Context: an optimization exercise on an open-source flow, tuned for small area, a short achievable clock period and few clock cycles. The choices shown serve that exercise and are no tape-out recipe.
RTL that was checked went through simulation tests only; none was proved equivalent to the original.

main:
// thermy_ck8
module thermy_ck8 #(
    parameter WMAX = 32,
    parameter AW   = 5,
    parameter [7:0] PRE0 = 8'h51,
    parameter [7:0] PRE1 = 8'h78
) (
    input  wire        clk,
    input  wire        rst,
    input  wire        cmd_valid,
    output wire        cmd_ready,
    input  wire [31:0] cmd_data,
    output reg  [31:0] res,
    output reg         res_valid,
    output wire        out_valid,
    input  wire        out_ready,
    output wire [7:0]  out_data
);
clock: 20.0 ns
lec_check: 0
cap_margin: 20
core_margin: 2
core_utilization: 30
cts_cluster_diameter: 150
cts_cluster_size: 20
place_density: 0.45
slew_margin: 20
standard.sh (not shown) runs the stock make flow with config.mk's settings and CLKGATE_MAP_FILE= SYNTH_SCRIPT=/design/flow/synth_recipe.tcl, a recipe that flattens the netlist after the stock synthesis.
==> flow/flow/run.sh <==
#!/bin/bash
set -euo pipefail
bash standard.sh SETUP_SLACK_MARGIN=14.6 SKIP_GATE_CLONING=1 \
    "BUFFER_PORTS_ARGS=-buffer_cell sky130_fd_sc_hd__buf_4" finish > standard_make.log 2>&1
Testbench counts of main, summed over its fixed seeds: cycles 10,584.
Setup changes, main to the feature branch
--- a/flow/design.v
+++ b/flow/design.v
@@ -667,17 +667,17 @@
         end
     end
     reg  [3:0] i2b_j;            
     wire       i2b_cont = (i2b_j != 4'd0);
     wire ignored = (errcode != 3'd0) && (op != OP_RDREG) && (op != OP_CLRERR) && !i2b_cont;
     wire ok      = i2b_cont || (!ignored && err == 3'd0);
     reg v1, v3, v4, v5, v6, v7;
     wire pp_empty = !(v1 | v3 | v4 | v5 | v6 | v7);
-    localparam TQD = 3;
+    localparam TQD = 4;
     reg [TQD-1:0] q_v;
     reg           tp_v;         
     reg  [1:0]    q_wr;
     wire q_full  = &(q_v | ({{(TQD-1){1'b0}}, tp_v} << q_wr));
     wire q_empty = !(|q_v) && !tp_v;
     reg  hdr_busy;
     wire is_fr   = (op == OP_FRBT) || (op == OP_FRBR);
     wire pushy   = is_fr || (op == OP_FRPUT) || (op == OP_FRI2B) ||
@@ -920,18 +920,18 @@
     wire [TQD-1:0] unf = q_v & ~q_hdr & ~q_fl;
     reg  [TQD-1:0] fsel;
     reg            found;
     integer qi;
     always @(*) begin
         found = 1'b0;
         fsel  = {TQD{1'b0}};
         for (qi = 0; qi < TQD; qi = qi + 1)
-            if (!found && unf[({1'b0,q_rd} + qi) % TQD]) begin
-                fsel[({1'b0,q_rd} + qi) % TQD] = 1'b1;
+            if (!found && unf[(q_rd + qi) % TQD]) begin
+                fsel[(q_rd + qi) % TQD] = 1'b1;
                 found = 1'b1;
             end
     end
     integer qk;
     always @(posedge clk) begin
         for (qk = 0; qk < TQD; qk = qk + 1) begin
             if (tp_v && q_wr == qk) begin
                 q_hdr[qk] <= tp_hdr; q_cl[qk] <= tp_close; q_rt[qk] <= tp_route;
@@ -953,19 +953,19 @@
             frcrc <= 8'd0;
             hdr_busy <= 1'b0;
         end else begin
             for (qk = 0; qk < TQD; qk = qk + 1)
                 if (tp_v && q_wr == qk)
                     q_v[qk] <= 1'b1;
                 else if (e_pop && q_rd == qk)
                     q_v[qk] <= 1'b0;
-            if (tp_v) q_wr <= (q_wr == 2'd2) ? 2'd0 : q_wr + 2'd1;
+            if (tp_v) q_wr <= q_wr + 2'd1;
             tp_v <= t_push;
-            if (e_pop)  q_rd <= (q_rd == 2'd2) ? 2'd0 : q_rd + 2'd1;
+            if (e_pop)  q_rd <= q_rd + 2'd1;
             if (e_go) begin
                 if (ph == 2'd0) begin
                     if (h_hdr) begin
                         frcrc <= 8'd0;
                         if (hj == 3'd5) begin
                             hj <= 3'd0;
                             if (h_cl) ph <= 2'd1;
                         end else
[summary]
The feature branch against main; first-iteration DRC count is down by a little under 10%. The instance count of the mapped netlist of the feature branch falls short of that of main by about 1.6%. What the feature branch reported for number of library cell types mapped by synthesis has to be multiplied by 1.10 to get the figure for main. Between main and the feature branch, clock-buffer cell count is higher for the feature branch, main comes in under that. The core utilization on main is in line with that on the feature branch. Between main and the feature branch, sequential cell count increased. The feature branch: final cell count 123 below main.
No functional check of the RTL was part of the feature branch.

* * *

run A:
Another version of the RTL of thermy_ck8 (not shown whole).
Size: about 870 flip-flops, ~79 I/O pins, ~49000 um2 of cells after synthesis.
==> flow/design.v (excerpt) <==
module thermy_ck8 #(
    parameter WMAX = 32,
    parameter AW   = 5,
    parameter [7:0] PRE0 = 8'h51,
    parameter [7:0] PRE1 = 8'h78
) (
    input  wire        clk,
    input  wire        rst,
    input  wire        cmd_valid,
    output wire        cmd_ready,
    input  wire [31:0] cmd_data,
    output reg  [31:0] res,
    output reg         res_valid,
    output wire        out_valid,
    input  wire        out_ready,
    output wire [7:0]  out_data
);
clock: 20.0 ns
lec_check: 0
cap_margin: 20
core_margin: 2
core_utilization: 20
cts_cluster_diameter: 150
cts_cluster_size: 20
place_density: 0.3
slew_margin: 20
Scripts as last shown in full above: flow/flow/run.sh
Run A ran to completion and came out clean on the timing, DRC and antenna checks.
Testbench counts of run A, summed over its fixed seeds: cycles 10,584.
Here is what was changed in the inputs of run B compared with run A.
diff --git a/flow/design.v b/flow/design.v
--- a/flow/design.v
+++ b/flow/design.v
@@ -668,15 +668,15 @@
     end
     reg  [3:0] i2b_j;            
     wire       i2b_cont = (i2b_j != 4'd0);
     wire ignored = (errcode != 3'd0) && (op != OP_RDREG) && (op != OP_CLRERR) && !i2b_cont;
     wire ok      = i2b_cont || (!ignored && err == 3'd0);
     reg v1, v3, v4, v5, v6, v7;
     wire pp_empty = !(v1 | v3 | v4 | v5 | v6 | v7);
-    localparam TQD = 3;
+    localparam TQD = 4;
     reg [TQD-1:0] q_v;
     reg           tp_v;         
     reg  [1:0]    q_wr;
     wire q_full  = &(q_v | ({{(TQD-1){1'b0}}, tp_v} << q_wr));
     wire q_empty = !(|q_v) && !tp_v;
     reg  hdr_busy;
     wire is_fr   = (op == OP_FRBT) || (op == OP_FRBR);
@@ -921,16 +921,16 @@
     reg  [TQD-1:0] fsel;
     reg            found;
     integer qi;
     always @(*) begin
         found = 1'b0;
         fsel  = {TQD{1'b0}};
         for (qi = 0; qi < TQD; qi = qi + 1)
-            if (!found && unf[({1'b0,q_rd} + qi) % TQD]) begin
-                fsel[({1'b0,q_rd} + qi) % TQD] = 1'b1;
+            if (!found && unf[(q_rd + qi) % TQD]) begin
+                fsel[(q_rd + qi) % TQD] = 1'b1;
                 found = 1'b1;
             end
     end
     integer qk;
     always @(posedge clk) begin
         for (qk = 0; qk < TQD; qk = qk + 1) begin
             if (tp_v && q_wr == qk) begin
@@ -954,17 +954,17 @@
             hdr_busy <= 1'b0;
         end else begin
             for (qk = 0; qk < TQD; qk = qk + 1)
                 if (tp_v && q_wr == qk)
                     q_v[qk] <= 1'b1;
                 else if (e_pop && q_rd == qk)
                     q_v[qk] <= 1'b0;
-            if (tp_v) q_wr <= (q_wr == 2'd2) ? 2'd0 : q_wr + 2'd1;
+            if (tp_v) q_wr <= q_wr + 2'd1;
             tp_v <= t_push;
-            if (e_pop)  q_rd <= (q_rd == 2'd2) ? 2'd0 : q_rd + 2'd1;
+            if (e_pop)  q_rd <= q_rd + 2'd1;
             if (e_go) begin
                 if (ph == 2'd0) begin
                     if (h_hdr) begin
                         frcrc <= 8'd0;
                         if (hj == 3'd5) begin
                             hj <= 3'd0;
                             if (h_cl) ph <= 2'd1;
--- outcome ---
No run among run A and run B stopped early or left any final violation; all are clean.
Comparing the two runs side by side, run B comes out ahead of run A on peak clock frequency supported by timing.
Run B vs run A: worst hold slack down in run B
Going from run A to run B, the fill cell total of the finished layout was found to have gone up by about 3%.
Diff run A -> run B: die area moved up, layout overhead on the synthesized area moved down, setup slack moved up.
Run A has a lower mean cell area of the mapped netlist than run B.
Routed wire in run B totals less than in run A.
On clock network latency to the later pin of the worst-skew pair, run A and run B are basically level.
res[7] as the capture point of the worst path was reported by run B, and rq_b[4] by run A.
In run B relative to run A, final standard cell area without fillers had gone up slightly.
Testbench counts of run B, summed over its fixed seeds: cycles 10,576.

* * *

Another version of the RTL of thermy_ck8 (not shown whole).
Size: about 5,100 cells after synthesis, about 890 flip-flops, ~79 I/O pins, ~50,000 um^2 of cells after synthesis.
clock: 20.0 ns
lec_check: 0
cap_margin: 20
core_margin: 2
core_utilization: 20
cts_cluster_diameter: 150
cts_cluster_size: 20
place_density: 0.3
slew_margin: 20
==> flow/flow/run.sh <==
#!/bin/bash
set -euo pipefail
bash standard.sh SETUP_SLACK_MARGIN=14.4 SKIP_GATE_CLONING=1 \
    "BUFFER_PORTS_ARGS=-buffer_cell sky130_fd_sc_hd__buf_4" finish > standard_make.log 2>&1
Testbench counts at the start, summed over its fixed seeds: cycles 10,576.
Then changed:
--- a/flow/design.v
+++ b/flow/design.v
@@ -735,23 +735,23 @@
                           (i2b_idx == 4'd1) ? c[15:8] : 8'd0;
     reg        t_push;
     reg        t_hdr, t_close, t_route, t_rev, t_fill;
     reg [7:0]  t_byte;
     reg [3:0]  oc_inc;
     reg        fr_dec;
     always @(*) begin
         t_push = 1'b0; t_hdr = 1'b0; t_close = 1'b0; t_route = 1'b1;
         t_rev = 1'b0; t_fill = 1'b1; t_byte = b8; oc_inc = 4'd0; fr_dec = 1'b0;
         if (x_ok) begin
             if (is_fr) begin
-                t_push = 1'b1; t_hdr = 1'b1;
+                t_push = 1'b1; t_hdr = 1'b1; t_byte = c[15:8];
                 t_close = (c[23:8] == 16'd0);
                 oc_inc = t_close ? 4'd8 : 4'd6;
             end else if (op == OP_FRPUT) begin
                 t_push = 1'b1; t_close = frem1; fr_dec = 1'b1;
                 oc_inc = frem1 ? 4'd3 : 4'd1;
             end else if (op == OP_FRI2B) begin
                 if (!i2b_n0) begin
                     t_push = 1'b1; t_close = frem1; fr_dec = 1'b1; t_byte = i2b_byte;
                     oc_inc = frem1 ? 4'd3 : 4'd1;
                 end
             end else if (pix_byte) begin
@@ -876,43 +876,43 @@
             v1 <= 1'b0; v3 <= 1'b0; v4 <= 1'b0; v5 <= 1'b0;
             v6 <= 1'b0; v7 <= 1'b0;
         end else begin
             v1 <= pix_go; v3 <= v1; v4 <= v3; v5 <= v4; v6 <= v5; v7 <= v6;
         end
     end
     reg [TQD-1:0] q_hdr, q_cl, q_rt, q_rv, q_fl;
     reg [7:0]     q_b [0:TQD-1];
     reg [1:0]     q_rd;
     reg           tp_hdr, tp_close, tp_route, tp_rev, tp_fill;
     reg [7:0]     tp_byte;
-    reg [15:0]    hdr_len;
+    reg [7:0]     hdr_hi;       
     reg  [2:0] hj;
     reg  [1:0] ph;                
     wire       prod_ok;
     wire       h_v   = q_v[q_rd];
     wire       h_hdr = q_hdr[q_rd];
     wire       h_cl  = q_cl[q_rd];
     wire       h_rt  = q_rt[q_rd];
     wire       h_rv  = q_rv[q_rd];
     wire       h_fl  = q_fl[q_rd];
     wire [7:0] hb    = q_b[q_rd];
     wire       e_go  = h_v && prod_ok && (h_hdr || ph != 2'd0 || h_fl);
     reg  [7:0] hdr_byte;
     always @(*) begin
         case (hj)
             3'd0: hdr_byte = PRE0;
             3'd1: hdr_byte = PRE1;
             3'd2: hdr_byte = frcmd;
             3'd3: hdr_byte = {7'd0, frtype};
-            3'd4: hdr_byte = hdr_len[7:0];
-            default: hdr_byte = hdr_len[15:8];
+            3'd4: hdr_byte = hb;
+            default: hdr_byte = hdr_hi;
         endcase
     end
     wire [7:0] hb_rv  = {hb[0], hb[1], hb[2], hb[3], hb[4], hb[5], hb[6], hb[7]};
     wire [7:0] e_data = h_hdr ? hdr_byte : (h_rv ? hb_rv : hb);
     wire [7:0] e_byte = (ph == 2'd1) ? frcrc : (ph == 2'd2) ? 8'hFF : e_data;
     ck_table u_ck_fr (.idx(frcrc ^ e_data), .val(fr_next));
     wire e_pop = e_go && ((ph == 2'd2) ||
                           (ph == 2'd0 && !h_cl && (!h_hdr || hj == 3'd5)));
     out_fifo u_out (
         .clk(clk), .rst(rst), .prod(e_go), .prod_data(e_byte), .prod_ok(prod_ok),
         .out_valid(out_valid), .out_ready(out_ready), .out_data(out_data)
@@ -977,23 +977,23 @@
                 end else if (ph == 2'd1)
                     ph <= 2'd2;
                 else
                     ph <= 2'd0;
             end
             if (x_ok && is_fr)
                 hdr_busy <= 1'b1;
             else if (e_pop && h_hdr)
                 hdr_busy <= 1'b0;
         end
         if (x_ok && is_fr)
-            hdr_len <= c[23:8];
+            hdr_hi <= c[23:16];
         tp_hdr <= t_hdr; tp_close <= t_close; tp_route <= t_route;
         tp_rev <= t_rev; tp_fill <= t_fill; tp_byte <= t_byte;
     end
     wire load_cin = !cin_v || done;
     wire acc      = cmd_valid && rdy;
     wire sk_v_n   = sk_v ? !load_cin : (acc && !load_cin);
     always @(posedge clk) begin
         if (load_cin) cin <= sk_v ? sk : cmd_data;
         if (!sk_v)    sk  <= cmd_data;
         if (rst) begin
             cin_v <= 1'b0;
=> Count of clock-buffer cells in the layout stays the same; routed wire length fell by 6.3%; cell area fell by 1.6%; worst hold slack got worse by 0.0097 ns; critical path depth came out lower by 1; core utilization shrinks by 0.18 points; final cell count came out lower by 0.61%; via count falls by about 1.4%; flip-flop and latch count shrinks by 8; area after synthesis decreases by 0.61%.
Testbench counts after the change, summed over its fixed seeds: cycles 10,576.

[what the ideal ports hide]
The results above use ideal ports. As a check the final layouts listed here were re-extracted and re-timed, cells and wires unchanged. Step 1 sets driving cells, clkbuf_16 on the clock port and buf_2 on the other inputs (assumed; they add their load-dependent delay and slew). Step 2, shift: input delay + t, output delay - t, t = (earliest + latest rising clock arrival at the registers) / 2. This alone moves slack from input paths to output paths. Slacks: ideal ports / drivers / drivers and shift; pairs: ideal ports / drivers.
run | shift t [ns] | setup WS [ns] | worst hold slack (ns) | clock arrival spread, ns | worst register clock-pin slew, ns
main | 0.754 | 14.611 / 14.611 / 13.988 | 0.299 / 0.299 / 0.299 | 0.065 / 0.065 | 0.10 / 0.10
the feature branch | 0.747 | 14.706 / 14.620 / 14.051 | 0.321 / 0.321 / 0.321 | 0.071 / 0.070 | 0.10 / 0.10
run A | 0.791 | 14.596 / 14.599 / 13.857 | 0.327 / 0.327 / 0.327 | 0.081 / 0.081 | 0.11 / 0.11
run B | 0.795 | 14.676 / 14.587 / 14.092 | 0.316 / 0.316 / 0.316 | 0.065 / 0.065 | 0.11 / 0.11
the first run of note 3 | 0.767 | 14.525 / 14.568 / 13.801 | 0.329 / 0.329 / 0.329 | 0.075 / 0.074 | 0.11 / 0.11
the second run of note 3 | 0.790 | 14.538 / 14.588 / 13.797 | 0.319 / 0.319 / 0.319 | 0.080 / 0.079 | 0.11 / 0.11
After both steps setup and hold are still met in every run listed. The setup slack of the second run of note 3, which loses most, moves by +0.050 ns with the drivers and by -0.741 ns with both steps.
